Source: an optimization exercise on an open RTL-to-GDS flow (aim: small area, a short achievable clock period and few clock cycles per item). Production flows keep margins and buffers that such runs may drop.
Where RTL was checked, it was by simulation tests only, not by an equivalence proof against the original.
No functional check of the RTL was part of runs 2 to 4.
No activity file was given, so power comes from the tool's default toggle rates.

File: flow/config.mk
export PLATFORM = sky130hd
export DESIGN_NAME = fm_decoder
export DESIGN_NICKNAME = fm_decoder
export VERILOG_FILES = /design/flow/design.v
export SDC_FILE = /design/flow/constraint.sdc
export NUM_CORES = 4
export LEC_CHECK = 0
export ABC_CLOCK_PERIOD_IN_PS = 5000
export CAP_MARGIN = 30
export CORE_MARGIN = 2
export CORE_UTILIZATION = 45
export CTS_CLUSTER_DIAMETER = 100
export CTS_CLUSTER_SIZE = 25
export PLACE_DENSITY = 0.6
export SLEW_MARGIN = 30
File: flow/constraint.sdc
create_clock -name core_clock -period 22.0 [get_ports {clk}]
set_input_delay 4.4000 -clock core_clock [delete_from_list [all_inputs] [get_ports {clk}]]
set_output_delay 4.4000 -clock core_clock [all_outputs]
set_load 0.01 [all_outputs]
File: flow/design.v
module fm_decoder (
    input  wire         clk,
    input  wire         rst_n,
    input  wire         cmd_valid,
    output reg          cmd_ready,
    input  wire [31:0]  cmd_data,
    output reg          res_valid,
    input  wire         res_ready,
    output reg  [15:0]  res_head,
    output reg  [103:0] res_payload,
    output wire [31:0]  dstat
);
    localparam [1:0] C_NOBAR  = 2'd0,
                     C_NOPROG = 2'd1,
                     C_CSERR  = 2'd2,
                     C_PROG   = 2'd3;
    localparam [3:0] R_OK       = 4'd0,
                     R_EMPTY    = 4'd1,
                     R_LEFT     = 4'd2,
                     R_RIGHT    = 4'd3,
                     R_BARCOUNT = 4'd4,
                     R_SHORT    = 4'd5,
                     R_LONG     = 4'd6,
                     R_GAP      = 4'd7,
                     R_SIG      = 4'd8,
                     R_HTYPE    = 4'd9,
                     R_HINDEX   = 4'd10,
                     R_DIRECT   = 4'd11,
                     R_CSUM     = 4'd12;
    localparam [2:0] E_IDLE  = 3'd0,    
                     E_WAIT  = 3'd1,    
                     E_SRCH  = 3'd2,    
                     E_CLASS = 3'd3,    
                     E_SUM   = 3'd4,    
                     E_DEC   = 3'd5;    
    reg  [7:0]  last_csum;
    reg  [15:0] row_index;
    reg         aborted;
    reg         err;
    reg         line_open;
    assign dstat = {5'd0, line_open, err, aborted, last_csum, row_index};
    reg  [13:0] rem, rem_prev;
    reg         q_ref;
    wire [13:0] rem_eff  = q_ref ? rem_prev : rem;
    wire        cmd_fire = cmd_valid && cmd_ready;
    wire [3:0]  op       = cmd_data[31:28];
    wire is_scan  = (cmd_data == 32'h8000_0000);
    wire is_lb    = (op == 4'h9);
    wire is_pix   = (cmd_data[31:1] == 31'h5000_0000);
    wire is_le    = (cmd_data == 32'hB000_0000);
    wire is_run   = (cmd_data[31:15] == 17'h1_8000);
    wire [13:0] rem_m1   = rem_eff - 14'd1;
    wire        rem_nz   = (rem_eff != 14'd0);
    wire [14:0] a_remrun = {1'b0, rem_eff} - {1'b0, cmd_data[13:0]};
    wire [14:0] a_span   = {1'b0, cmd_data[27:14]} - {1'b0, cmd_data[13:0]};
    wire lb_ok  = !aborted && !line_open && (cmd_data[13:0] < cmd_data[27:14]);
    wire run_ok = line_open && (is_pix ? rem_nz : !a_remrun[14]);
    wire le_ok  = line_open && !rem_nz;
    wire a_refuse = cmd_data[31] && !is_scan &&
                    !(is_lb && lb_ok) && !((is_pix || is_run) && run_ok) && !(is_le && le_ok);
    reg  [27:0] q_data;
    reg         q_begin, q_run, q_pix, q_end;
    reg  [2:0]  est;
    always @(posedge clk) begin
        rem_prev <= rem_eff;
        if (cmd_fire && op == 4'h9)
            rem <= a_span[13:0];
        else if (cmd_fire && op == 4'hA)
            rem <= rem_m1;
        else if (cmd_fire && op == 4'hC)
            rem <= a_remrun[13:0];
        else
            rem <= rem_eff;
    end
    always @(posedge clk or negedge rst_n) begin
        if (!rst_n) begin
            q_begin <= 1'b0;
            q_run   <= 1'b0;
            q_pix   <= 1'b0;
            q_end   <= 1'b0;
            q_ref   <= 1'b0;
        end else begin
            q_ref   <= cmd_fire && a_refuse;
            q_begin <= cmd_fire && is_lb && lb_ok;
            q_run   <= cmd_fire && is_run && run_ok;
            q_pix   <= cmd_fire && is_pix && run_ok;
            q_end   <= cmd_fire && is_le && le_ok;
        end
    end
    always @(posedge clk)
        q_data <= cmd_data[27:0];
    reg  [13:0] left_b, right_b;
    reg         seen_fg, prev_fg;
    reg         left_fail;         
    reg  [13:0] rem_last;          
    reg  [7:0]  n_black;           
    reg  [9:0]  cur_black;         
    reg  [10:0] cur_white, gap_min, gap_max;
    reg  [9:0]  orw;               
    wire [13:0] b_count = q_pix ? 14'd1 : {q_data[13:0]};
    wire        b_fg    = q_pix ? q_data[0] : q_data[14];
    wire        b_act   = (q_run || q_pix) && (b_count != 14'd0);
    wire [13:0] b_fx    = right_b - rem - b_count;    
    wire [14:0] b_grow  = {5'd0, cur_black} + {1'b0, b_count};
    wire [9:0]  b_wnew  = (b_count >= 14'd1023) ? 10'd1023 : b_count[9:0];
    wire [9:0]  b_wgrow = (b_grow >= 15'd1023) ? 10'd1023 : b_grow[9:0];
    wire [17:0] b_x10   = {1'b0, b_fx, 3'b000} + {3'b000, b_fx, 1'b0};
    wire [11:0] b_white = {1'b0, cur_white} + {1'b0, b_count[10:0]};
    wire [17:0] b_l13   = {left_b, 3'b000} + {1'b0, left_b, 2'b00} + {4'd0, left_b};
    reg         bw_we;
    reg  [7:0]  bw_idx;
    reg  [9:0]  bw_wd;              
    always @* begin
        bw_we  = 1'b0;
        bw_idx = n_black;
        bw_wd  = b_wnew;
        if (b_act && b_fg) begin
            if (!seen_fg) begin
                bw_we  = 1'b1;
                bw_idx = 8'd0;
            end else if (prev_fg) begin
                bw_we  = (n_black <= 8'd132);
                bw_idx = n_black - 8'd1;
                bw_wd  = b_wgrow;
            end else begin
                bw_we  = (n_black <= 8'd131);
                bw_idx = n_black;
            end
        end
    end
    wire [8:0]  bw_wd9 = (bw_wd >= 10'd511) ? 9'd511 : bw_wd[8:0];
    wire [7:0]  bw_wd8 = (bw_wd >= 10'd255) ? 8'd255 : bw_wd[7:0];
    wire        bw_wr  = bw_we;
    always @(posedge clk) begin
        if (q_begin) begin
            left_b    <= q_data[13:0];
            right_b   <= q_data[27:14];
            seen_fg   <= 1'b0;
            prev_fg   <= 1'b0;
            n_black   <= 8'd0;
            cur_white <= 11'd0;
            gap_min   <= 11'h7FF;
            gap_max   <= 11'd0;
            orw       <= 10'd0;
        end else if (b_act) begin
            if (b_fg) begin
                if (!seen_fg) begin
                    seen_fg   <= 1'b1;
                    left_fail <= (b_x10 > b_l13);
                    n_black   <= 8'd1;
                    cur_black <= b_wnew;
                end else if (prev_fg) begin
                    cur_black <= b_wgrow;
                end else begin
                    if (cur_white < gap_min) gap_min <= cur_white;
                    if (cur_white > gap_max) gap_max <= cur_white;
                    cur_white <= 11'd0;
                    cur_black <= b_wnew;
                    if (n_black != 8'd133)
                        n_black <= n_black + 8'd1;
                end
                rem_last <= rem;
            end else begin
                if (seen_fg)
                    cur_white <= (b_count >= 14'd2047 || b_white[11]) ? 11'h7FF : b_white[10:0];
            end
            prev_fg <= b_fg;
            if (bw_we)
                orw <= orw | bw_wd;
        end
    end
    wire [17:0] g_rem10  = {1'b0, rem_last, 3'b000} + {3'b000, rem_last, 1'b0} + 18'd10;
    wire [17:0] g_r3     = {3'b000, right_b, 1'b0} + {4'd0, right_b};
    wire [12:0] g_min3   = {1'b0, gap_min, 1'b0} + {2'd0, gap_min};
    reg  [3:0] g_reason;
    always @* begin
        if (!seen_fg)                                   g_reason = R_EMPTY;
        else if (left_fail)                             g_reason = R_LEFT;
        else if (g_r3 < g_rem10)                        g_reason = R_RIGHT;
        else if (n_black > 8'd132)                      g_reason = R_LONG;
        else if (n_black < 8'd12 || n_black[2:0] != 3'd4) g_reason = R_BARCOUNT;
        else if (n_black < 8'd36)                       g_reason = R_SHORT;
        else if ({2'b0, gap_max} > g_min3)              g_reason = R_GAP;
        else                                            g_reason = R_OK;
    end
    wire [9:0] orw_next  = q_begin ? 10'd0 : ((b_act && bw_we) ? (orw | bw_wd) : orw);
    wire [9:0] orw_smear = orw_next | {1'b0, orw_next[9:1]} | {2'b0, orw_next[9:2]} |
                           {3'b0, orw_next[9:3]} | {4'b0, orw_next[9:4]} | {5'b0, orw_next[9:5]} |
                           {6'b0, orw_next[9:6]} | {7'b0, orw_next[9:7]} | {8'b0, orw_next[9:8]} |
                           {9'b0, orw_next[9]};
    reg [3:0] g_msb;
    integer mi;
    always @* begin
        g_msb = 4'd0;
        for (mi = 0; mi < 10; mi = mi + 1)
            if (orw[mi]) g_msb = mi[3:0];
    end
    reg  [9:0]   cmp_v;            
    wire [11:0]  vblk = {n_black >= 8'd132, n_black >= 8'd124, n_black >= 8'd116,
                         n_black >= 8'd108, n_black >= 8'd100, n_black >= 8'd92,
                         n_black >= 8'd84,  n_black >= 8'd76,  n_black >= 8'd68,
                         n_black >= 8'd60,  n_black >= 8'd52,  n_black >= 8'd44};
    wire [131:0] valid = {{8{vblk[11]}}, {8{vblk[10]}}, {8{vblk[9]}}, {8{vblk[8]}},
                          {8{vblk[7]}},  {8{vblk[6]}},  {8{vblk[5]}}, {8{vblk[4]}},
                          {8{vblk[3]}},  {8{vblk[2]}},  {8{vblk[1]}}, {8{vblk[0]}},
                          36'hF_FFFF_FFFF};
    function le10;
        input [9:0] a, b;
        integer k;
        reg c;
        begin
            c = 1'b1;
            for (k = 0; k < 10; k = k + 1)
                c = (~a[k] & b[k]) | (~a[k] & c) | (b[k] & c);
            le10 = c;
        end
    endfunction
    wire [131:0] le;               
    genvar gi;
    generate
        for (gi = 0; gi < 132; gi = gi + 1) begin : g_bw
            if (gi < 60) begin : g10
                reg [9:0] w;
                always @(posedge clk)
                    if (bw_wr && bw_idx == gi) w <= bw_wd;
                assign le[gi] = le10(w, cmp_v);
            end else if (gi < 124) begin : g9
                reg [8:0] w;
                always @(posedge clk)
                    if (bw_wr && bw_idx == gi) w <= bw_wd9;
                assign le[gi] = cmp_v[9] | le10({1'b0, w}, {1'b0, cmp_v[8:0]});
            end else begin : g8
                reg [7:0] w;
                always @(posedge clk)
                    if (bw_wr && bw_idx == gi) w <= bw_wd8;
                assign le[gi] = (cmp_v[9:8] != 2'b00) | le10({2'b00, w}, {2'b00, cmp_v[7:0]});
            end
        end
    endgenerate
    wire [131:0] le_v = le & valid;
    wire [47:0] pc;
    genvar gp;
    generate
        for (gp = 0; gp < 12; gp = gp + 1) begin : g_pc
            fm_pc11 u_pc (.b(le_v[11*gp+10:11*gp]), .s(pc[4*gp+3:4*gp]));
        end
    endgenerate
    reg  [47:0] part;
    reg         part_ok;           
    reg         part_up;           
    reg  [9:0]  p_lo, p_up;        
    reg  [3:0]  bit_lo, bit_up;    
    wire [7:0]  cnt   = {4'd0, part[3:0]}   + {4'd0, part[7:4]}   + {4'd0, part[11:8]}  +
                        {4'd0, part[15:12]} + {4'd0, part[19:16]} + {4'd0, part[23:20]} +
                        {4'd0, part[27:24]} + {4'd0, part[31:28]} + {4'd0, part[35:32]} +
                        {4'd0, part[39:36]} + {4'd0, part[43:40]} + {4'd0, part[47:44]};
    wire [6:0]  half  = n_black[7:1];
    wire        enough = part_up ? (cnt > {1'b0, half}) : (cnt >= {1'b0, half});
    wire [3:0]  rbit   = part_up ? bit_up : bit_lo;
    wire [9:0]  rpre   = part_up ? p_up : p_lo;
    wire [9:0]  rbitm  = 10'd1 << rbit;
    wire [9:0]  rnew   = enough ? rpre : (rpre | rbitm);
    wire [9:0]  rnext  = rnew | ((rbitm >> 1) - 10'd1) ;
    wire [131:0] cls = ~le;        
    reg  [127:0] pk;
    integer bi;
    always @* begin
        for (bi = 0; bi < 128; bi = bi + 1)
            pk[127-bi] = cls[2+bi];
    end
    wire [15:0] byte_ok = {vblk, 4'hF};
    wire [127:0] pk_m;
    genvar gj;
    generate
        for (gj = 0; gj < 16; gj = gj + 1) begin : g_mask
            assign pk_m[127-8*gj -: 8] = pk[127-8*gj -: 8] & {8{byte_ok[gj]}};
        end
    endgenerate
    reg c_sig;
    always @* begin
        case (n_black[7:3])
            5'd4:  c_sig = cls[34]  && !cls[35];
            5'd5:  c_sig = cls[42]  && !cls[43];
            5'd6:  c_sig = cls[50]  && !cls[51];
            5'd7:  c_sig = cls[58]  && !cls[59];
            5'd8:  c_sig = cls[66]  && !cls[67];
            5'd9:  c_sig = cls[74]  && !cls[75];
            5'd10: c_sig = cls[82]  && !cls[83];
            5'd11: c_sig = cls[90]  && !cls[91];
            5'd12: c_sig = cls[98]  && !cls[99];
            5'd13: c_sig = cls[106] && !cls[107];
            5'd14: c_sig = cls[114] && !cls[115];
            5'd15: c_sig = cls[122] && !cls[123];
            default: c_sig = cls[130] && !cls[131];
        endcase
        c_sig = c_sig && !cls[0] && !cls[1];
    end
    reg  [7:0]  row0, row1, row2;
    reg         sig_ok;
    reg  [15:0] zcs;               
    function [15:0] csa8;
        input [7:0] a, b, c;
        reg   [7:0] cy;
        begin
            cy   = (a & b) | (a & c) | (b & c);
            csa8 = {a ^ b ^ c, cy[6:0], cy[7]};
        end
    endfunction
    function [7:0] eac8;
        input [7:0] a, b;
        reg   [8:0] t;
        begin
            t    = {1'b0, a} + {1'b0, b};
            eac8 = t[8] ? (t[7:0] + 8'd1) : t[7:0];
        end
    endfunction
    wire [7:0] sb1  = row1;
    wire [7:0] sb2  = row2;
    wire [7:0] sb3  = res_payload[7:0];
    wire [7:0] sb4  = res_payload[15:8];
    wire [7:0] sb5  = res_payload[23:16];
    wire [7:0] sb6  = res_payload[31:24];
    wire [7:0] sb7  = res_payload[39:32];
    wire [7:0] sb8  = res_payload[47:40];
    wire [7:0] sb9  = res_payload[55:48];
    wire [7:0] sb10 = res_payload[63:56];
    wire [7:0] sb11 = res_payload[71:64];
    wire [7:0] sb12 = res_payload[79:72];
    wire [7:0] sb13 = res_payload[87:80];
    wire [7:0] sb14 = res_payload[95:88];
    wire [7:0] sb15 = res_payload[103:96];
    wire [15:0] l1a = csa8(sb1,  sb2,  sb3);
    wire [15:0] l1b = csa8(sb4,  sb5,  sb6);
    wire [15:0] l1c = csa8(sb7,  sb8,  sb9);
    wire [15:0] l1d = csa8(sb10, sb11, sb12);
    wire [15:0] l1e = csa8(sb13, sb14, sb15);
    wire [15:0] l2a = csa8(l1a[15:8], l1a[7:0], l1b[15:8]);
    wire [15:0] l2b = csa8(l1b[7:0],  l1c[15:8], l1c[7:0]);
    wire [15:0] l2c = csa8(l1d[15:8], l1d[7:0], l1e[15:8]);
    wire [15:0] l3a = csa8(l2a[15:8], l2a[7:0], l2b[15:8]);
    wire [15:0] l3b = csa8(l2b[7:0],  l2c[15:8], l2c[7:0]);
    wire [15:0] l4a = csa8(l3a[15:8], l3a[7:0], l3b[15:8]);
    wire [15:0] l5a = csa8(l4a[15:8], l4a[7:0], l3b[7:0]);
    wire [15:0] l6a = csa8(l5a[15:8], l5a[7:0], l1e[7:0]);
    wire [15:0] d_cs     = csa8(zcs[15:8], zcs[7:0], last_csum);
    wire [7:0]  d_chain  = eac8(d_cs[15:8], d_cs[7:0]);
    wire [7:0]  d_zero   = eac8(zcs[15:8], zcs[7:0]);
    wire [4:0]  d_k      = n_black[7:3];
    wire [4:0]  d_len    = d_k - 5'd3;
    reg  [1:0]  d_class;
    reg  [3:0]  d_reason;
    always @* begin
        if (!sig_ok) begin
            d_class = C_NOBAR;  d_reason = R_SIG;
        end else if (row1[7:4] != 4'd1) begin
            d_class = C_NOPROG; d_reason = R_HTYPE;
        end else if (row1[3:0] != row_index[3:0]) begin
            d_class = C_NOPROG; d_reason = R_HINDEX;
        end else if (d_chain == row0) begin
            d_class = C_PROG;   d_reason = R_OK;
        end else if (d_len < 5'd10 && d_zero == row0) begin
            d_class = C_NOPROG; d_reason = R_DIRECT;
        end else begin
            d_class = C_CSERR;  d_reason = R_CSUM;
        end
    end
    reg         pass2;
    reg         own_up;            
    wire        res_free   = !res_valid || res_ready;
    wire        geo_go     = (est == E_WAIT || q_end) && res_free;
    wire        geo_fail   = (g_reason != R_OK);
    wire        dec_retry  = (est == E_DEC) && !pass2 && (d_class == C_CSERR);
    wire        dec_commit = ((est == E_DEC) && !dec_retry) || (geo_go && geo_fail);
    wire        dec_take2  = pass2 && (d_class != C_PROG);
    wire [1:0]  out_class  = (est == E_DEC) ? (dec_take2 ? C_CSERR : d_class)  : C_NOBAR;
    wire [3:0]  out_reason = (est == E_DEC) ? (dec_take2 ? R_CSUM  : d_reason) : g_reason;
    wire [3:0]  out_len    = (out_class == C_PROG) ? d_len[3:0] : 4'd0;
    wire        out_upper  = (est == E_DEC) && pass2;
    wire        lo_last    = (est == E_SRCH) && part_ok && !part_up && (bit_lo == 4'd0);
    always @(posedge clk or negedge rst_n) begin
        if (!rst_n) begin
            est       <= E_IDLE;
            cmd_ready <= 1'b1;
            res_valid <= 1'b0;
        end else begin
            if (res_valid && res_ready)
                res_valid <= 1'b0;
            if (cmd_fire && is_le && le_ok)
                cmd_ready <= 1'b0;
            if (dec_commit) begin
                res_valid <= 1'b1;
                cmd_ready <= 1'b1;
                est       <= E_IDLE;
            end else if (geo_go) begin
                est <= E_SRCH;
            end else if (q_end) begin
                est <= E_WAIT;
            end else begin
                case (est)
                E_SRCH:  if (lo_last) est <= E_CLASS;
                E_CLASS: est <= E_SUM;
                E_SUM:   est <= E_DEC;
                E_DEC:   if (dec_retry) est <= E_CLASS;
                default: ;
                endcase
            end
        end
    end
    always @(posedge clk) begin
        part <= pc;
        if (geo_go) begin
            p_lo    <= 10'd0;
            p_up    <= 10'd0;
            bit_lo  <= g_msb;
            bit_up  <= g_msb;
            part_ok <= 1'b1;
            part_up <= 1'b0;
            own_up  <= 1'b1;
            pass2   <= 1'b0;
        end else if (est == E_SRCH) begin
            part_ok <= 1'b1;
            part_up <= own_up;
            own_up  <= !own_up;
            if (part_ok) begin
                if (part_up) begin
                    p_up   <= rnew;
                    bit_up <= bit_up - 4'd1;
                    cmp_v  <= rnext;
                end else begin
                    p_lo   <= rnew;
                    bit_lo <= bit_lo - 4'd1;
                    cmp_v  <= (bit_lo == 4'd0) ? rnew : rnext;
                end
            end
        end else if (est == E_CLASS) begin
            part_ok <= 1'b0;
            if (part_ok && part_up)
                p_up <= rnew;
        end else if (dec_retry) begin
            cmp_v <= p_up;
            pass2 <= 1'b1;
        end else if (est == E_IDLE || est == E_WAIT) begin
            cmp_v <= {1'b0, orw_smear[9:1]};
        end
    end
    always @(posedge clk) begin
        if (est == E_CLASS) begin
            row0        <= pk_m[127:120];
            row1        <= pk_m[119:112];
            row2        <= pk_m[111:104];
            res_payload <= {pk_m[7:0],   pk_m[15:8],  pk_m[23:16], pk_m[31:24],
                            pk_m[39:32], pk_m[47:40], pk_m[55:48], pk_m[63:56],
                            pk_m[71:64], pk_m[79:72], pk_m[87:80], pk_m[95:88],
                            pk_m[103:96]};
            sig_ok      <= c_sig;
        end
        if (est == E_SUM)
            zcs <= l6a;
        if (dec_commit) begin
            res_head <= {5'd0, out_len, out_upper, out_reason, out_class};
            if (out_class != C_PROG)
                res_payload <= 104'd0;
        end
    end
    always @(posedge clk or negedge rst_n) begin
        if (!rst_n) begin
            last_csum <= 8'd0;
            row_index <= 16'd0;
            aborted   <= 1'b0;
            err       <= 1'b0;
            line_open <= 1'b0;
        end else begin
            if (cmd_fire) begin
                if (is_scan) begin
                    last_csum <= 8'd0;
                    row_index <= 16'd0;
                    aborted   <= 1'b0;
                    err       <= 1'b0;
                    line_open <= 1'b0;
                end else begin
                    if (a_refuse) err <= 1'b1;
                    if (is_lb && lb_ok) line_open <= 1'b1;
                    if (is_le && le_ok) line_open <= 1'b0;
                end
            end
            if (dec_commit) begin
                if (out_class == C_PROG) begin
                    last_csum <= row0;
                    row_index <= row_index + 16'd1;
                end
                if (out_class == C_CSERR)
                    aborted <= 1'b1;
            end
        end
    end
endmodule
module fm_pc11 (input wire [10:0] b, output wire [3:0] s);
    wire t1, t2, t3, t4, t5, t6, t7, t8, t9, t10, t11, t12, t13, t14;
    assign t1 = b[0] ^ b[1] ^ b[2];
    assign t2 = (b[0] & b[1]) | (b[0] & b[2]) | (b[1] & b[2]);
    assign t3 = b[3] ^ b[4] ^ b[5];
    assign t4 = (b[3] & b[4]) | (b[3] & b[5]) | (b[4] & b[5]);
    assign t5 = b[6] ^ b[7] ^ b[8];
    assign t6 = (b[6] & b[7]) | (b[6] & b[8]) | (b[7] & b[8]);
    assign t7 = b[9] ^ b[10];
    assign t8 = b[9] & b[10];
    assign t9 = t1 ^ t3 ^ t5;
    assign t10 = (t1 & t3) | (t1 & t5) | (t3 & t5);
    assign t11 = t2 ^ t4 ^ t6;
    assign t12 = (t2 & t4) | (t2 & t6) | (t4 & t6);
    assign t13 = t10 ^ t11 ^ t8;
    assign t14 = (t10 & t11) | (t10 & t8) | (t11 & t8);
    assign s = {1'b0, t14, t13, t9} + {1'b0, t12, 1'b0, t7};
endmodule
File: flow/flow/run.sh
#!/bin/bash
# The standard layout (standard.sh: ORFS synth .. finish, unchanged scripts),
# with the resizer's setup repair asked to keep a larger slack margin so that it
# works on paths the 22 ns clock alone would leave untouched. The SDC, clock
# period and all other settings are the design's.
set -euo pipefail
export SETUP_SLACK_MARGIN=16
bash standard.sh > standard_flow.log 2>&1
File: flow/standard.sh
#!/bin/bash
# synth_recipe.tcl (not shown) runs the flow's synth.tcl, then flattens the netlist and writes it again
# the make line also repeats each setting of config.mk as NAME=value (left out here)
make -C /OpenROAD-flow-scripts/flow DESIGN_CONFIG=/design/flow/config.mk WORK_HOME=/design/flow/orfs CLKGATE_MAP_FILE= SYNTH_SCRIPT=/design/flow/synth_recipe.tcl "${@:-finish}"
==> results of run 1 <==
per-stage QoR:
step,cell area (sq um),hold WS (ns),util
2_1_floorplan,86200,0.386,-
3_3_place_gp,90900,0.417,0.478
3_5_place_dp,91000,0.389,0.479
4_1_cts,95100,0.433,0.501
5_1_grt,96200,0.447,0.506
6_report,96200,0.435,0.506
kinds of logic (layout without fill, tap and decap cells):
kind of cell    after synthesis  in the layout  synth area share
other cells                   1             17         0.0000436
flops                      1684           1684             0.552
mux                          59             59           0.00692
simple gates               1504           1504            0.0859
buf+inv                     839           1126            0.0380
xor+xnor                    191            191            0.0194
compound gates             1200           1201            0.0927
fa+ha+maj                  1406           1406             0.205
flip-flops by register name, summed over array words and instances (netlist names), 11 cells and up:
signal             flops
res_payload          104
cur_white             11
rem_last              14
row_index             16
gap_min               11
rem_prev              14
g_bw.genblk1.g8.w     64
gap_max               11
right_b               14
part                  48
q_data                28
g_bw.genblk1.g9.w    576
rem                   14
left_b                14
g_bw.g10.w           600
zcs                   16
res_head              11
metal layers:
| metal | vias to the layer above | share of wire | GRT usage | wire, um |
|---|---|---|---|---|
| met5 | - | 0.00012 | 0 | 33 |
| met4 | 4 | 0.044 | 0.108 | 11800 |
| met3 | 373 | 0.066 | 0.0365 | 17600 |
| met2 | 1908 | 0.47 | 0.445 | 126000 |
| met1 | 28700 | 0.42 | 0.364 | 112000 |
| li1 | 25500 | - | - | - |
worst register-to-register path, delay by kind of cell (launching register included):
kind / cells / cell delay [ns]
adders and majority gates: 13 / 4.51
buffers and inverters: 6 / 0.81
DFF: 1 / 0.36
xor gates and xnor gates: 1 / 0.15
and+or+nand+nor: 1 / 0.05
power by group through the flow:
stage               Sequential (uW)  Combinational, uW  Clock, uW
global placement               3590               2420          0
detailed placement             3590               2480          0
CTS                            3510               2790       1860
global route                   3510               3440       1960
floorplan                      3550               1870          0
finish                         3510               3060       1830
cells in the final DEF, fill, tap and decap left out, drive strengths merged, types with 140 or more instances in the layout:
cell | netlist | layout
inv | 532 | 538
maj3 | 846 | 846
o21ai | 247 | 247
buf | 62 | 254
nor2b | 226 | 226
fa | 252 | 252
nor2 | 446 | 446
ha | 308 | 308
nand2 | 320 | 320
dlygate4sd2 | 0 | 140
a21oi | 303 | 303
dfxtp | 284 | 284
edfxtp | 1363 | 1363
path summary, 6_finish.rpt:
kind,cells past startpoint,from,endpoint
setup / recovery,15,cmd_data[0],err$_DFFE_PN0P_
hold / removal,0,q_data[18]$_DFF_P_,right_b[4]$_DFFE_PP_
setup reg to reg,21,cmp_v[0]$_DFFE_PP_,part[10]$_DFF_P_
hold reg to reg,0,q_data[18]$_DFF_P_,right_b[4]$_DFFE_PP_
max in group asynchronous,1,rst_n,last_csum[3]$_DFF_PN0_
min in group asynchronous,1,rst_n,err$_DFFE_PN0P_
cell type report:
type / count / area (sq um)
Sequential cell: 1684 / 47800
Timing Repair inverter: 2 / 25.0
Timing Repair Buffer: 432 / 4070
Inverter: 538 / 2100
Antenna cell: 7 / 17.5
Clock buffer: 132 / 2280
Fill cell: 16500 / 93800
Multi-Input combinational cell: 4371 / 36500
Tap cell: 2511 / 3140
Clock inverter: 22 / 279
what timing repair did:
action,CTS,global route
buffers inserted,79,45
pin swaps,47,112
resized for setup,502,182
endpoints found under the setup margin,541,300
hold endpoints to repair,0,0
cloned,13,1
==> impl_metrics.ini, run 1 <==
[run]
drv_cap = 0

[yosys]
ys_top_cells_by_count = 1363 x edfxtp_1, 652 x maj3_1, 529 x inv_1
syn_area_sq_mm = 0.0861
postSynth.asyncResetShare = 0.0220
synth.ff_latch_count = 1684
yosysMostFrequentCell = edfxtp_1
synth_cell_types = 92
synth-edff-count = 1363
yosysWarnings = 1
syn_inst = 6884
synth_area_per_cell_sq_um = 12.5
yosysTopAreaCell = edfxtp_1
synth_top_area_share = 0.476
yosysSeqAreaShare = 0.552
synth.area.top_cells = edfxtp_1 48%, maj3_1 7.6%, dfxtp_1 6.6%
ys.flop_type = edfxtp_1

[clocking]
holdBufCountCts = 0
htreeDepth = 3
cts_sinks = 1684
path_clk_slew_ns = 0.11
cts_tree = done
cts_buffers = 82
clk_latency_ns = 0.77
clock_path_buffers = 3
ctsRootBufferMaster = clkbuf_16

[final_layout]
drive_gt1_frac = 0.142
instances_no_fill = 9699
nets = 7707
area_growth_pct = 11.8

[die]
start_util = 0.453
die_x_um = 441
core-area_sq_mm = 0.190
io-pin-count = 190
dieArea_sq_mm = 0.195
die_h_um = 441
rows = 160

[worst_setup_path]
cp_common_cell = o21ai_2
max_stage_delay_ns = 0.41
worst-path-buf-inv = 2
critical_path.top_delay_family = compound AO/OA/AOI/OAI gates
worstSetupStartpointType = input pin
r2r_setup_slack_ns = 16.03
end_kind = flop
cp.arrival_ns = 6.68
critPathKind = input pin to flop
crit_fanout = 2
cp_slowest_cell = fa_2
worstPathRequired_ns = 22.66
cp_cell_sequence = buf_12 -> ha_4 -> fa_2 -> nor2b_4 -> o21ai_2 -> a21boi_2 -> o21ai_2 -> a21boi_2 -> o21ai_2 -> a21oi_2 -> o41ai_4 -> o21ai_2 -> buf_4 -> a31oi_2 -> a21o_1

[pwr]
p_seq_frac = 0.418
vdd.ir_drop.worst_uv = 317
p_leak_uw = 0.0382
combinationalPowerShare = 0.364
p_int_uw = 5610
p_per_area_mw_per_mm2 = 87.2
power_uw = 8390
switching_share = 0.331
pwr-share-clk = 0.218
switching_power_uw = 2780

[timing]
tns_ns = 0
slew_headroom = 0.284
skew_ns = 0.0402
finalCritPeriodShare = 0.274
clock.fmax_ghz = 0.166
layout_min_cycle_time_ns = 6.02
rsz0062_at_grt = true
finalWorstSetupSlack_ns = 15.98
worst_pin_slew_ns = 1.07
setup_viol = 0
finalMaxSlewViolations = 0
hold_violations = 0

[grt]
grt_antenna_before_repair = 16
grt_pass1_wl_mm = 383
overflow = 0
track_usage = 0.271
grt_pass1_vias = 55400
grt_max_degree = 100

[place]
routabilityCongestion = 0.962
pre_cts_ws_ns = 14.17
dp_hpwl_mm = 177
dp_cells = 9397
io_buffers = 179

[route]
ant_nets = 0
post_drt_wl_per_cell_um = 27.5
drc = 0
drtIter0Drc = 5202
vias = 56500
avgViaCountPerCell = 5.82
drt_wl_total_mm = 267
drtPass1Iterations = 6

[status]
outcome = no timing/DRC/antenna violations

[worst_hold_path]
hp-class = flop to flop
Testbench counts, summed over its fixed seeds: cycles 224,368, lines 888.
==> run 2: changes to the inputs <==
--- a/flow/design.v
+++ b/flow/design.v
@@ -39,22 +39,38 @@
     reg         err;
     reg         line_open;
     assign dstat = {5'd0, line_open, err, aborted, last_csum, row_index};
-    reg  [13:0] rem, rem_prev;
+    reg  [13:0] rem_b, rem_c, rem_prev;
     reg         q_ref;
-    wire [13:0] rem_eff  = q_ref ? rem_prev : rem;
+    wire [13:0] rem_diff = rem_b - rem_c;
+    wire [13:0] rem_eff  = q_ref ? rem_prev : rem_diff;
+    wire        rem_nz   = (rem_eff != 14'd0);
+    function lt14;
+        input [13:0] a, b;
+        reg   [15:0] l, e;
+        integer i, w;
+        begin
+            l = {2'b00, ~a & b};
+            e = {2'b11, ~(a ^ b)};
+            for (w = 16; w > 1; w = w / 2)
+                for (i = 0; i < w / 2; i = i + 1) begin
+                    l[i] = l[2*i+1] | (e[2*i+1] & l[2*i]);
+                    e[i] = e[2*i+1] & e[2*i];
+                end
+            lt14 = l[0];
+        end
+    endfunction
     wire        cmd_fire = cmd_valid && cmd_ready;
     wire [3:0]  op       = cmd_data[31:28];
-    wire is_scan  = (cmd_data == 32'h8000_0000);
+    wire z27_15   = (cmd_data[27:15] == 13'd0);
+    wire z27_1    = z27_15 && (cmd_data[14:1] == 14'd0);
+    wire z27_0    = z27_1 && !cmd_data[0];
+    wire is_scan  = (op == 4'h8) && z27_0;
     wire is_lb    = (op == 4'h9);
-    wire is_pix   = (cmd_data[31:1] == 31'h5000_0000);
-    wire is_le    = (cmd_data == 32'hB000_0000);
-    wire is_run   = (cmd_data[31:15] == 17'h1_8000);
-    wire [13:0] rem_m1   = rem_eff - 14'd1;
-    wire        rem_nz   = (rem_eff != 14'd0);
-    wire [14:0] a_remrun = {1'b0, rem_eff} - {1'b0, cmd_data[13:0]};
-    wire [14:0] a_span   = {1'b0, cmd_data[27:14]} - {1'b0, cmd_data[13:0]};
-    wire lb_ok  = !aborted && !line_open && (cmd_data[13:0] < cmd_data[27:14]);
-    wire run_ok = line_open && (is_pix ? rem_nz : !a_remrun[14]);
+    wire is_pix   = (op == 4'hA) && z27_1;
+    wire is_le    = (op == 4'hB) && z27_0;
+    wire is_run   = (op == 4'hC) && z27_15;
+    wire lb_ok  = !aborted && !line_open && lt14(cmd_data[13:0], cmd_data[27:14]);
+    wire run_ok = line_open && (is_pix ? rem_nz : !lt14(rem_eff, cmd_data[13:0]));
     wire le_ok  = line_open && !rem_nz;
     wire a_refuse = cmd_data[31] && !is_scan &&
                     !(is_lb && lb_ok) && !((is_pix || is_run) && run_ok) && !(is_le && le_ok);
@@ -63,14 +79,18 @@
     reg  [2:0]  est;
     always @(posedge clk) begin
         rem_prev <= rem_eff;
-        if (cmd_fire && op == 4'h9)
-            rem <= a_span[13:0];
-        else if (cmd_fire && op == 4'hA)
-            rem <= rem_m1;
-        else if (cmd_fire && op == 4'hC)
-            rem <= a_remrun[13:0];
-        else
-            rem <= rem_eff;
+        if (cmd_fire && op == 4'h9) begin
+            rem_b <= cmd_data[27:14];
+            rem_c <= cmd_data[13:0];
+        end else begin
+            rem_b <= rem_eff;
+            if (cmd_fire && op == 4'hA)
+                rem_c <= 14'd1;
+            else if (cmd_fire && op == 4'hC)
+                rem_c <= cmd_data[13:0];
+            else
+                rem_c <= 14'd0;
+        end
     end
     always @(posedge clk or negedge rst_n) begin
         if (!rst_n) begin
@@ -100,7 +120,7 @@
     wire [13:0] b_count = q_pix ? 14'd1 : {q_data[13:0]};
     wire        b_fg    = q_pix ? q_data[0] : q_data[14];
     wire        b_act   = (q_run || q_pix) && (b_count != 14'd0);
-    wire [13:0] b_fx    = right_b - rem - b_count;    
+    wire [13:0] b_fx    = right_b - rem_b;            
     wire [14:0] b_grow  = {5'd0, cur_black} + {1'b0, b_count};
     wire [9:0]  b_wnew  = (b_count >= 14'd1023) ? 10'd1023 : b_count[9:0];
     wire [9:0]  b_wgrow = (b_grow >= 15'd1023) ? 10'd1023 : b_grow[9:0];
@@ -159,7 +179,7 @@
                     if (n_black != 8'd133)
                         n_black <= n_black + 8'd1;
                 end
-                rem_last <= rem;
+                rem_last <= rem_diff;
             end else begin
                 if (seen_fg)
                     cur_white <= (b_count >= 14'd2047 || b_white[11]) ? 11'h7FF : b_white[10:0];
==> run 2 against run 1 <==
Against the previous run:
- area after synthesis increased by 0.62%
- final cell count rose by 0.19%
- critical path type unchanged
- critical path depth decreased by 7
- via count rose by 2.5%
- critical endpoint is now q_run$_DFF_PN0_
- largest cell class unchanged
==> impl_metrics.ini, run 2 <==
[die]
start_util = 0.452
die_h_um = 443
rows = 161
die_x_um = 443
io-pin-count = 190
core-area_sq_mm = 0.192
dieArea_sq_mm = 0.196

[grt]
gr-usage-met2 = 0.433
grt_antenna_before_repair = 22
grt_use_met1 = 0.367
grt_pass1_wl_mm = 388
met3_usage = 0.0457
track_usage = 0.270
busiest_layer = met2
grt_pass1_vias = 55800
grt_max_degree = 85
overflow = 0

[final_layout]
fill_cells = 16700
instances_no_fill = 9717
multi_input_area_sq_mm = 0.0360
largest_reg_flops = 600
reg_top3 = g_bw.g10.w (600), g_bw.genblk1.g9.w (576), res_payload (104)
regArea_sq_mm = 0.0481
drive_gt1_frac = 0.127
nets = 7722
layout_commonest_cell = edfxtp_1
largest-register = g_bw.g10.w
final_cell_mix = 1363 x edfxtp_1, 512 x inv_1, 494 x nor2_1
stdcell_area_sq_mm = 0.0956
area_growth_pct = 10.4

[route]
ant_nets = 0
drtPass1Iterations = 6
drc = 0
post_drt_wl_per_cell_um = 28.1
vias = 57900
drt_wl_total_mm = 273
avgViaCountPerCell = 5.96
drtIter0Drc = 6540

[clocking]
htreeDepth = 3
cts_sinks = 1698
clk_latency_ns = 0.77
clock_path_buffers = 3
path_clk_slew_ns = 0.11
cts_tree = done
cts_buffers = 82
ctsRootBufferMaster = clkbuf_16
holdBufCountCts = 0

[pwr]
p_leak_uw = 0.0371
pwr-share-clk = 0.238
switching_share = 0.323
p_per_area_mw_per_mm2 = 80.1
p_int_uw = 5190
switching_power_uw = 2470
combinationalPowerShare = 0.301
p_seq_frac = 0.461
power_uw = 7660
vdd.ir_drop.worst_uv = 135

[place]
routabilityCongestion = 0.989
io_buffers = 179
dp_hpwl_mm = 176
dp_cells = 9488
dpl-instance-area_sq_mm = 0.0912
pre_cts_ws_ns = 14.43

[worst_setup_path]
cp.arrival_ns = 6.66
crit_fanout = 4
worstPathRequired_ns = 22.66
critPathKind = input pin to flop
end_kind = flop
worstSetupStartpointType = input pin
r2r_setup_slack_ns = 16.03

[yosys]
syn_area_sq_mm = 0.0866
synth-edff-count = 1363
yosysSeqAreaShare = 0.552
yosysTopAreaCell = edfxtp_1
yosysMostFrequentCell = edfxtp_1
synth.area.top_cells = edfxtp_1 47%, dfxtp_1 6.9%, fa_1 5.5%
postSynth.asyncResetShare = 0.0218
synth_area_per_cell_sq_um = 12.4
ys_top_cells_by_count = 1363 x edfxtp_1, 527 x nor2_1, 525 x inv_1
syn_inst = 6989
ys.flop_type = edfxtp_1
synth_top_area_share = 0.473
synth_cell_types = 102
synth.ff_latch_count = 1698
yosysWarnings = 1

[timing]
hold_violations = 0
finalCritPeriodShare = 0.272
tns_ns = 0
clock.fmax_ghz = 0.167
skew_ns = 0.0717
finalWorstSetupSlack_ns = 16.01
rsz0062_at_grt = true
slew_headroom = 0.232
finalMaxSlewViolations = 0
layout_min_cycle_time_ns = 5.99
worst_pin_slew_ns = 1.14
setup_viol = 0

[run]
drv_cap = 0

[status]
outcome = no timing/DRC/antenna violations

[worst_hold_path]
hp-class = flop to flop
run 2: cells by family (layout without fill, tap and decap cells):
kind of cell | Yosys count | count (layout) | share of synthesized area
other | 1 | 16 | 0.0000433
adder cells (fa/ha/maj) | 1289 | 1289 | 0.190
multiplexers | 54 | 54 | 0.00630
XOR/XNOR | 159 | 159 | 0.0167
AND/OR/NAND/NOR | 1587 | 1588 | 0.0895
flip-flops | 1698 | 1698 | 0.552
AO/OA/AOI/OAI | 1348 | 1349 | 0.105
buffers and inverters | 853 | 1038 | 0.0404
run 2: power groups by stage:
stage	Clock (uW)	Combinational, uW	Sequential, uW
global placement	0	2020	3610
finish	1820	2310	3530
global route	1950	2550	3530
CTS	1840	2120	3530
floorplan	0	1500	3580
detailed placement	0	2070	3610
run 2: area by class of cell:
class | instances | share of cell area
Inverter | 536 | 0.0219
Clock inverter | 17 | 0.00258
Tap cell | 2526 | 0.0331
Antenna cell | 6 | 0.000157
Sequential cell | 1698 | 0.504
Timing Repair Buffer | 362 | 0.0382
Clock buffer | 122 | 0.0235
Timing Repair inverter | 1 | 0.0000917
Multi-Input combinational cell | 4449 | 0.377
run 2: critical path: stages:
cell and delay, ns:
clkdlybuf4s50_1 0.58, ha_1 0.27, a21o_1 0.20, a21o_1 0.17, a211oi_2 0.25, nor3_1 0.07, or4_1 0.49, a211oi_2 0.22
run 2: path summary, 6_finish.rpt:
| path | cells after the start | end | startpoint |
|---|---|---|---|
| max in group asynchronous | 1 | last_csum[3]$_DFF_PN0_ | rst_n |
| min in group asynchronous | 1 | row_index[0]$_DFF_PN0_ | rst_n |
| worst max-delay path | 8 | q_run$_DFF_PN0_ | cmd_data[4] |
| worst max register to register | 21 | part[35]$_DFF_P_ | cmp_v[0]$_DFFE_PP_ |
| worst min register to register | 0 | right_b[4]$_DFFE_PP_ | q_data[18]$_DFF_P_ |
| worst min-delay path | 0 | right_b[4]$_DFFE_PP_ | q_data[18]$_DFF_P_ |
run 2: what timing repair did:
action	in CTS	in global routing
resized for setup	435	98
cloned	10	8
setup endpoints to repair	464	718
pin swaps	13	55
setup buffers	43	20
run 2: layer usage:
layer  routed length, um  part of all wire
met1              113000              0.42
met2              124000              0.46
met3               23100             0.085
met4               11900             0.044
met5                  77           0.00028
run 2: through the flow:
step,utilization,hold WS [ns]
2_1_floorplan,-,0.386
3_3_place_gp,0.475,0.392
3_5_place_dp,0.475,0.395
4_1_cts,0.494,0.442
5_1_grt,0.498,0.456
6_report,0.498,0.448
==> run 3: changes to the inputs <==
--- a/flow/design.v
+++ b/flow/design.v
@@ -32,7 +32,9 @@
                      E_SRCH  = 3'd2,    
                      E_CLASS = 3'd3,    
                      E_SUM   = 3'd4,    
-                     E_DEC   = 3'd5;    
+                     E_DEC   = 3'd5,    
+                     E_VER1  = 3'd6,    
+                     E_VER2  = 3'd7;    
     reg  [7:0]  last_csum;
     reg  [15:0] row_index;
     reg         aborted;
@@ -386,11 +388,15 @@
     end
     reg         pass2;
     reg         own_up;            
-    wire        res_free   = !res_valid || res_ready;
+    reg  [9:0]  tp;
+    reg         tp_ok, ver1, up_unk;
+    wire        ver_ok     = ver1 && (cnt >= {1'b0, half});
+    wire        res_free   = !res_valid;
     wire        geo_go     = (est == E_WAIT || q_end) && res_free;
     wire        geo_fail   = (g_reason != R_OK);
     wire        dec_retry  = (est == E_DEC) && !pass2 && (d_class == C_CSERR);
     wire        dec_commit = ((est == E_DEC) && !dec_retry) || (geo_go && geo_fail);
+    wire        dec_again  = dec_retry && up_unk;
     wire        dec_take2  = pass2 && (d_class != C_PROG);
     wire [1:0]  out_class  = (est == E_DEC) ? (dec_take2 ? C_CSERR : d_class)  : C_NOBAR;
     wire [3:0]  out_reason = (est == E_DEC) ? (dec_take2 ? R_CSUM  : d_reason) : g_reason;
@@ -402,7 +408,10 @@
             est       <= E_IDLE;
             cmd_ready <= 1'b1;
             res_valid <= 1'b0;
+            tp_ok     <= 1'b0;
         end else begin
+            if (est == E_SUM)
+                tp_ok <= 1'b1;
             if (res_valid && res_ready)
                 res_valid <= 1'b0;
             if (cmd_fire && is_le && le_ok)
@@ -412,7 +421,7 @@
                 cmd_ready <= 1'b1;
                 est       <= E_IDLE;
             end else if (geo_go) begin
-                est <= E_SRCH;
+                est <= tp_ok ? E_VER1 : E_SRCH;
             end else if (q_end) begin
                 est <= E_WAIT;
             end else begin
@@ -420,7 +429,10 @@
                 E_SRCH:  if (lo_last) est <= E_CLASS;
                 E_CLASS: est <= E_SUM;
                 E_SUM:   est <= E_DEC;
-                E_DEC:   if (dec_retry) est <= E_CLASS;
+                E_DEC:   if (dec_again) est <= E_SRCH;
+                         else if (dec_retry) est <= E_CLASS;
+                E_VER1:  est <= E_VER2;
+                E_VER2:  est <= ver_ok ? E_SUM : E_SRCH;
                 default: ;
                 endcase
             end
@@ -437,6 +449,21 @@
             part_up <= 1'b0;
             own_up  <= 1'b1;
             pass2   <= 1'b0;
+            up_unk  <= 1'b0;
+            if (tp_ok)
+                cmp_v <= tp;
+        end else if (est == E_VER1) begin
+            ver1 <= (cnt < {1'b0, half});
+        end else if (est == E_VER2) begin
+            if (ver_ok) begin
+                p_lo   <= tp;
+                p_up   <= tp;
+                up_unk <= !(cnt > {1'b0, half});
+            end else begin
+                part_ok <= 1'b0;
+                own_up  <= 1'b0;
+                cmp_v   <= {1'b0, orw_smear[9:1]};
+            end
         end else if (est == E_SRCH) begin
             part_ok <= 1'b1;
             part_up <= own_up;
@@ -456,15 +483,26 @@
             part_ok <= 1'b0;
             if (part_ok && part_up)
                 p_up <= rnew;
+        end else if (dec_again) begin
+            p_lo    <= 10'd0;
+            p_up    <= 10'd0;
+            bit_lo  <= g_msb;
+            bit_up  <= g_msb;
+            part_ok <= 1'b0;
+            own_up  <= 1'b0;
+            up_unk  <= 1'b0;
+            cmp_v   <= {1'b0, orw_smear[9:1]};
         end else if (dec_retry) begin
             cmp_v <= p_up;
             pass2 <= 1'b1;
         end else if (est == E_IDLE || est == E_WAIT) begin
-            cmp_v <= {1'b0, orw_smear[9:1]};
+            cmp_v <= tp_ok ? (tp - 10'd1) : {1'b0, orw_smear[9:1]};
         end
+        if (est == E_SUM)
+            tp <= p_lo;
     end
     always @(posedge clk) begin
-        if (est == E_CLASS) begin
+        if (est == E_CLASS || est == E_VER2) begin
             row0        <= pk_m[127:120];
             row1        <= pk_m[119:112];
             row2        <= pk_m[111:104];
==> flow/flow/run.sh (replaced) <==
#!/bin/bash
# The standard layout (standard.sh: ORFS synth .. finish, unchanged scripts),
# with the resizer's setup repair asked to keep a larger slack margin so that it
# works on paths the 22 ns clock alone would leave untouched, and with plain
# buffers (instead of the delay cells buffer_ports picks by default) on the
# ports. The SDC, clock period and all other settings are the design's.
set -euo pipefail
export SETUP_SLACK_MARGIN=16
export BUFFER_PORTS_ARGS="-buffer_cell sky130_fd_sc_hd__buf_2"
bash standard.sh > standard_flow.log 2>&1
==> run 3 against run 2 <==
Against the previous run:
- first-iteration DRC count increased by 4.6%
- largest cell class unchanged
- critical endpoint is now cmp_v[2]$_DFFE_PP_
- setup slack worse by 0.15 ns
- combinational power decreased by 62%
- die area is 1.0% higher
- critical path depth up 16
- area after synthesis rose by 1.0%
- total power is 18% lower
- global-route usage up 0.82 points
==> impl_metrics.ini, run 3 <==
[yosys]
yosysTopAreaCell = edfxtp_1
yosysSeqAreaShare = 0.551
postSynth.asyncResetShare = 0.0222
synth_cell_types = 97
synth_top_area_share = 0.472
yosysWarnings = 1
synth_area_per_cell_sq_um = 12.5
synth-edff-count = 1374
syn_area_sq_mm = 0.0875
yosysMostFrequentCell = edfxtp_1
synth.ff_latch_count = 1711
synth.area.top_cells = edfxtp_1 47%, dfxtp_1 6.8%, maj3_1 5.8%
ys.flop_type = edfxtp_1
ys_top_cells_by_count = 1374 x edfxtp_1, 505 x maj3_1, 498 x nor2_1
syn_inst = 6977

[grt]
grt_pass1_vias = 56700
grt_pass1_wl_mm = 401
overflow = 0
grt_max_degree = 89
grt_use_met1 = 0.371
gr-usage-met2 = 0.442
met3_usage = 0.0380
grt_antenna_before_repair = 19
busiest_layer = met2
track_usage = 0.278

[worst_setup_path]
critPathKind = flop to flop
ff2ff_path_depth = 24
end_kind = flop
worstPathRequired_ns = 22.53
worstSetupStartpointType = flop
cp.arrival_ns = 6.68
crit_fanout = 7

[route]
ant_nets = 0
drtIter0Drc = 6842
post_drt_wl_per_cell_um = 28.9
drc = 0
avgViaCountPerCell = 6.03
vias = 58900
drt_wl_total_mm = 282
drtPass1Iterations = 9

[timing]
worst_pin_slew_ns = 1.06
hold_violations = 0
rsz0062_at_grt = true
skew_ns = 0.0635
finalCritPeriodShare = 0.280
slew_headroom = 0.282
tns_ns = 0
layout_min_cycle_time_ns = 6.15
setup_viol = 0
clock.fmax_ghz = 0.163
finalMaxSlewViolations = 0

[clocking]
cts_tree = done
cts_sinks = 1711
cts_buffers = 83
clk_latency_ns = 0.78
path_clk_slew_ns = 0.10
ctsRootBufferMaster = clkbuf_16
htreeDepth = 3
clock_path_buffers = 3

[die]
start_util = 0.454
io-pin-count = 190
core-area_sq_mm = 0.193
die_h_um = 445
rows = 161
dieArea_sq_mm = 0.198
die_x_um = 445

[pwr]
switching_power_uw = 1600
p_per_area_mw_per_mm2 = 64.3
p_seq_frac = 0.562
combinationalPowerShare = 0.140
vdd.ir_drop.worst_uv = 74.9
switching_share = 0.256
pwr-share-clk = 0.298
p_int_uw = 4640
p_leak_uw = 0.0376

[place]
dp_hpwl_mm = 176
dpl-instance-area_sq_mm = 0.0914
routabilityCongestion = 0.973
io_buffers = 179

[final_layout]
drive_gt1_frac = 0.174
largest_reg_flops = 600
layout_commonest_cell = edfxtp_1
largest-register = g_bw.g10.w
reg_top3 = g_bw.g10.w (600), g_bw.genblk1.g9.w (576), res_payload (104)
final_cell_mix = 1374 x edfxtp_1, 471 x nor2_1, 467 x inv_1
area_growth_pct = 10.9
stdcell_area_sq_mm = 0.0970
nets = 7763

[run]
drv_cap = 0

[worst_hold_path]
whs_path_depth = 0
hp-class = flop to flop

[status]
outcome = no timing/DRC/antenna violations
[run 3: stage by stage]
step           power (uW)  utilization  setup slack (ns)  instances  hold slack (ns)
3_3_place_gp         4420        0.474             14.89       9488            0.386
6_report             6240        0.503             15.85       9769            0.412
3_5_place_dp         4440        0.474             14.88       9491            0.389
2_1_floorplan        4240            -             15.73       6986            0.386
4_1_cts              6260        0.497             15.92       9720            0.413
5_1_grt              6490        0.503             15.66       9765            0.422
[run 3: worst max-delay path, cell delays in order (launching register included)]
cell      delay, ns
dfxtp_2        0.34
fa_1           0.54
inv_1          0.06
fa_1           0.52
fa_1           0.46
fa_1           0.50
inv_1          0.05
fa_1           0.46
ha_2           0.21
fa_2           0.34
a21o_1         0.18
a21oi_2        0.15
xnor2_1        0.09
ha_1           0.30
o21a_1         0.14
nor2_2         0.05
a211oi_2       0.32
nor3_4         0.07
buf_12         0.16
buf_4          0.14
a31oi_4        0.20
o221ai_2       0.12
a21oi_2        0.25
o221ai_2       0.13
o21a_1         0.11
[run 3: path summary, 6_finish.rpt]
path	start	to	slack [ns]
worst min register to register	q_data[20]$_DFF_P_	right_b[6]$_DFFE_PP_	0.41
max in group asynchronous	rst_n	row_index[0]$_DFF_PN0_	17.89
min in group asynchronous	rst_n	line_open$_DFFE_PN0P_	3.61
worst min-delay path	q_data[20]$_DFF_P_	right_b[6]$_DFFE_PP_	0.41
worst max-delay path	part[14]$_DFF_P_	cmp_v[2]$_DFFE_PP_	15.85
worst max register to register	part[14]$_DFF_P_	cmp_v[2]$_DFFE_PP_	15.85
[run 3: final cells by class]
class | count | area, sq um
Clock inverter | 19 | 219
Sequential cell | 1711 | 48200
Tap cell | 2526 | 3160
Clock buffer | 134 | 2330
Timing Repair Buffer | 400 | 3670
Timing Repair inverter | 2 | 46.3
Multi-Input combinational cell | 4470 | 37400
Inverter | 502 | 1960
Antenna cell | 5 | 12.5
Fill cell | 16700 | 95800
[run 3: cells by family after synthesis]
group	Yosys count	share of synthesized area
compound gates	1267	0.0973
buf+inv	808	0.0364
xor+xnor	168	0.0170
flops	1711	0.551
simple gates	1525	0.0851
mux	61	0.00725
other cells	1	0.0000429
fa+ha+maj	1436	0.206
[run 3: repair_timing]
item / CTS / global route
gates resized for setup: 207 / 180
buffers inserted: 55 / 35
hold buffers: 0 / 0
endpoints found under the setup margin: 259 / 260
pin swaps: 93 / 151
cloned: 21 / 6
[run 3: power by group through the flow]
stage | clock network, uW | logic (uW) | registers, uW
floorplan | 0 | 667 | 3580
global placement | 0 | 835 | 3580
detailed placement | 0 | 862 | 3580
CTS | 1880 | 869 | 3510
global route | 1990 | 993 | 3510
finish | 1860 | 873 | 3510
[run 3: metal layers]
| metal | wire length [um] | vias to the layer above |
|---|---|---|
| met5 | 20 | - |
| met4 | 17700 | 2 |
| met3 | 21600 | 518 |
| met2 | 129000 | 2516 |
| met1 | 114000 | 29800 |
| li1 | - | 26000 |
==> run 4: changes to the inputs <==
--- a/flow/flow/run.sh
+++ b/flow/flow/run.sh
@@ -5,6 +5,6 @@
 # buffers (instead of the delay cells buffer_ports picks by default) on the
 # ports. The SDC, clock period and all other settings are the design's.
 set -euo pipefail
-export SETUP_SLACK_MARGIN=16
+export SETUP_SLACK_MARGIN=16.5
 export BUFFER_PORTS_ARGS="-buffer_cell sky130_fd_sc_hd__buf_2"
 bash standard.sh > standard_flow.log 2>&1
==> run 4 against run 3 <==
Against the previous run:
- global-route usage up 0.83 points
- via count is 3.5% higher
- setup slack got worse by 0.051 ns
- critical path depth rose by 1
- die area unchanged
- largest cell class unchanged
- largest power group unchanged
==> impl_metrics.ini, run 4 <==
[worst_setup_path]
worstPathRequired_ns = 22.51
crit_fanout = 3
cp.arrival_ns = 6.71
reg2reg_from = part[14]$_DFF_P_
worstSetupStartpointType = flop
critPathKind = flop to flop
cp-startpoint = part[14]$_DFF_P_
cp_slowest_cell = fa_2
max_stage_delay_ns = 0.58
cp_common_cell = fa_1
end_kind = flop

[clocking]
ctsRootBufferMaster = clkbuf_16
clk_latency_ns = 0.78
cts_sinks = 1711
cts_buffers = 82
holdBufCountCts = 0
cts_tree = done
htreeDepth = 3
clock_path_buffers = 3
path_clk_slew_ns = 0.11

[final_layout]
largest-register = g_bw.g10.w
reg_top3 = g_bw.g10.w (600), g_bw.genblk1.g9.w (576), res_payload (104)
area_growth_pct = 17.4
post-route-util = 0.533
drive_gt1_frac = 0.282
final_cell_mix = 1374 x edfxtp_1, 648 x maj3_2, 452 x nor2_1
nets = 8062
largest_reg_flops = 600
layout_commonest_cell = edfxtp_1

[die]
core-area_sq_mm = 0.193
start_util = 0.454
rows = 161
dieArea_sq_mm = 0.198
die_x_um = 445
io-pin-count = 190
die_h_um = 445

[pwr]
p_seq_frac = 0.555
vdd.ir_drop.worst_uv = 84.9
pwr-share-clk = 0.294
combinationalPowerShare = 0.151
switching_power_uw = 1650
switching_share = 0.262
p_per_area_mw_per_mm2 = 61.4
p_int_uw = 4660
p_leak_uw = 0.0402

[place]
io_buffers = 179
routabilityCongestion = 0.975
dp_hpwl_mm = 177

[timing]
skew_ns = 0.0462
finalMaxSlewViolations = 0
rsz0062_at_grt = true
layout_min_cycle_time_ns = 6.20
tns_ns = 0
finalCritPeriodShare = 0.282
hold_violations = 0
hold_slack_ns = 0.415
clock.fmax_ghz = 0.161
setup_viol = 0
slew_headroom = 0.271
worst_pin_slew_ns = 1.09

[route]
vias = 61000
drc = 0
avgViaCountPerCell = 6.05
post_drt_wl_per_cell_um = 29.0
drtIter0Drc = 6774
drt_wl_total_mm = 292
drtPass1Iterations = 9
ant_nets = 0

[yosys]
yosysSeqAreaShare = 0.551
syn_area_sq_mm = 0.0875
synth_top_area_share = 0.472
synth.ff_latch_count = 1711
synth-edff-count = 1374
synth.area.top_cells = edfxtp_1 47%, dfxtp_1 6.8%, maj3_1 5.8%
ys_top_cells_by_count = 1374 x edfxtp_1, 505 x maj3_1, 498 x nor2_1
synth_area_per_cell_sq_um = 12.5
ys.flop_type = edfxtp_1
syn_inst = 6977
yosysWarnings = 1
postSynth.asyncResetShare = 0.0222
synth_cell_types = 97
yosysTopAreaCell = edfxtp_1
yosysMostFrequentCell = edfxtp_1

[status]
outcome = no timing/DRC/antenna violations

[grt]
grt_pass1_wl_mm = 413
track_usage = 0.287
grt_max_degree = 73
grt_pass1_vias = 58200
grt_antenna_before_repair = 14
overflow = 0

[run]
drv_cap = 0

[worst_hold_path]
worstHoldStart = q_data[20]$_DFF_P_
hp-class = flop to flop
run 4: worst paths after layout:
check | cells past startpoint | endpoint | slack [ns]
max | 25 | cmp_v[4]$_DFFE_PP_ | 15.80
min | 0 | right_b[6]$_DFFE_PP_ | 0.41
max reg2reg | 25 | cmp_v[4]$_DFFE_PP_ | 15.80
min reg2reg | 0 | right_b[6]$_DFFE_PP_ | 0.41
max in group asynchronous | 1 | last_csum[3]$_DFF_PN0_ | 17.88
min in group asynchronous | 1 | tp_ok$_DFFE_PN0P_ | 3.63
run 4: metrics by stage:
step	cells	setup slack, ns	total power [uW]	instance area (sq um)
after global placement	9478	15.01	4440	91400
final	10100	15.80	6310	103000
after global routing	10100	15.62	6560	103000
after floorplan	6986	15.73	4250	87800
after CTS	9990	15.78	6290	101000
after detailed placement	9480	14.93	4470	91500
run 4: area by class of cell:
class                   instances  area, sq um
diodes                          5         12.5
clock buffers                 138         2330
clock inverters                16          224
fillers                     16000        90000
inverters                     502         1980
multi-input cells            4472        38900
flip-flops and latches       1711        48600
well taps                    2526         3160
repair buffers                698         7480
repair inverters                2         25.0
run 4: repair_timing:
action,CTS,global route
pin swaps,455,299
gates cloned,27,7
resized for setup,1077,283
hold endpoints to repair,0,0
setup buffers,329,63
endpoints found under the setup margin,730,750
run 4: power by group through the flow:
stage	Clock [uW]	Sequential [uW]	Combinational, uW
floorplan	0	3580	669
global placement	0	3590	853
detailed placement	0	3590	884
CTS	1880	3500	901
global route	1990	3500	1070
finish	1860	3500	951
run 4: critical path: cells and delay by family (launching register included):
| kind | cells | cell delay, ns |
|---|---|---|
| compound gates | 6 | 1.10 |
| xor+xnor | 1 | 0.09 |
| fa+ha+maj | 8 | 3.39 |
| buf+inv | 6 | 0.62 |
| flops | 1 | 0.34 |
| simple gates | 4 | 0.39 |
run 4: cell families after synthesis:
family                   after synthesis  share of synthesized area
flip-flops                          1711                      0.551
AO/OA/AOI/OAI                       1267                     0.0973
other                                  1                  0.0000429
buffers and inverters                808                     0.0364
AND/OR/NAND/NOR                     1525                     0.0851
adder cells (fa/ha/maj)             1436                      0.206
XOR/XNOR                             168                     0.0170
multiplexers                          61                    0.00725
run 4: layer usage:
metal  share of wire  track usage
met1            0.39        0.379
met2            0.46        0.460
met3           0.082       0.0387
met4           0.063        0.152
met5        0.000092            0

static timing again, ports no longer ideal:
In the flow no input, the clock included, has a driving cell. The finished layouts below were timed again as built, in two steps. Step 1 assumes that a clkbuf_16 drives the clock port and a buf_2 every other input. Step 2 also shifts input and output timing later by t, the mid clock arrival at the registers, as if the neighbouring blocks saw the same clock. a / b / c = ideal ports / drivers / drivers and shift; a / b = the first two.
run	shift t [ns]	setup WS [ns]	clock arrival spread, ns
run 1	0.848	15.982 / 15.971 / 15.180	0.042 / 0.042
run 2	0.826	16.005 / 15.955 / 15.242	0.074 / 0.074
run 3	0.838	15.851 / 15.851 / 15.282	0.064 / 0.063
run 4	0.851	15.800 / 15.800 / 15.385	0.046 / 0.046
After both steps every run listed still meets setup and hold. For run 1, which loses most, drivers alone change the setup slack by -0.011 ns; drivers and shift together by -0.802 ns.
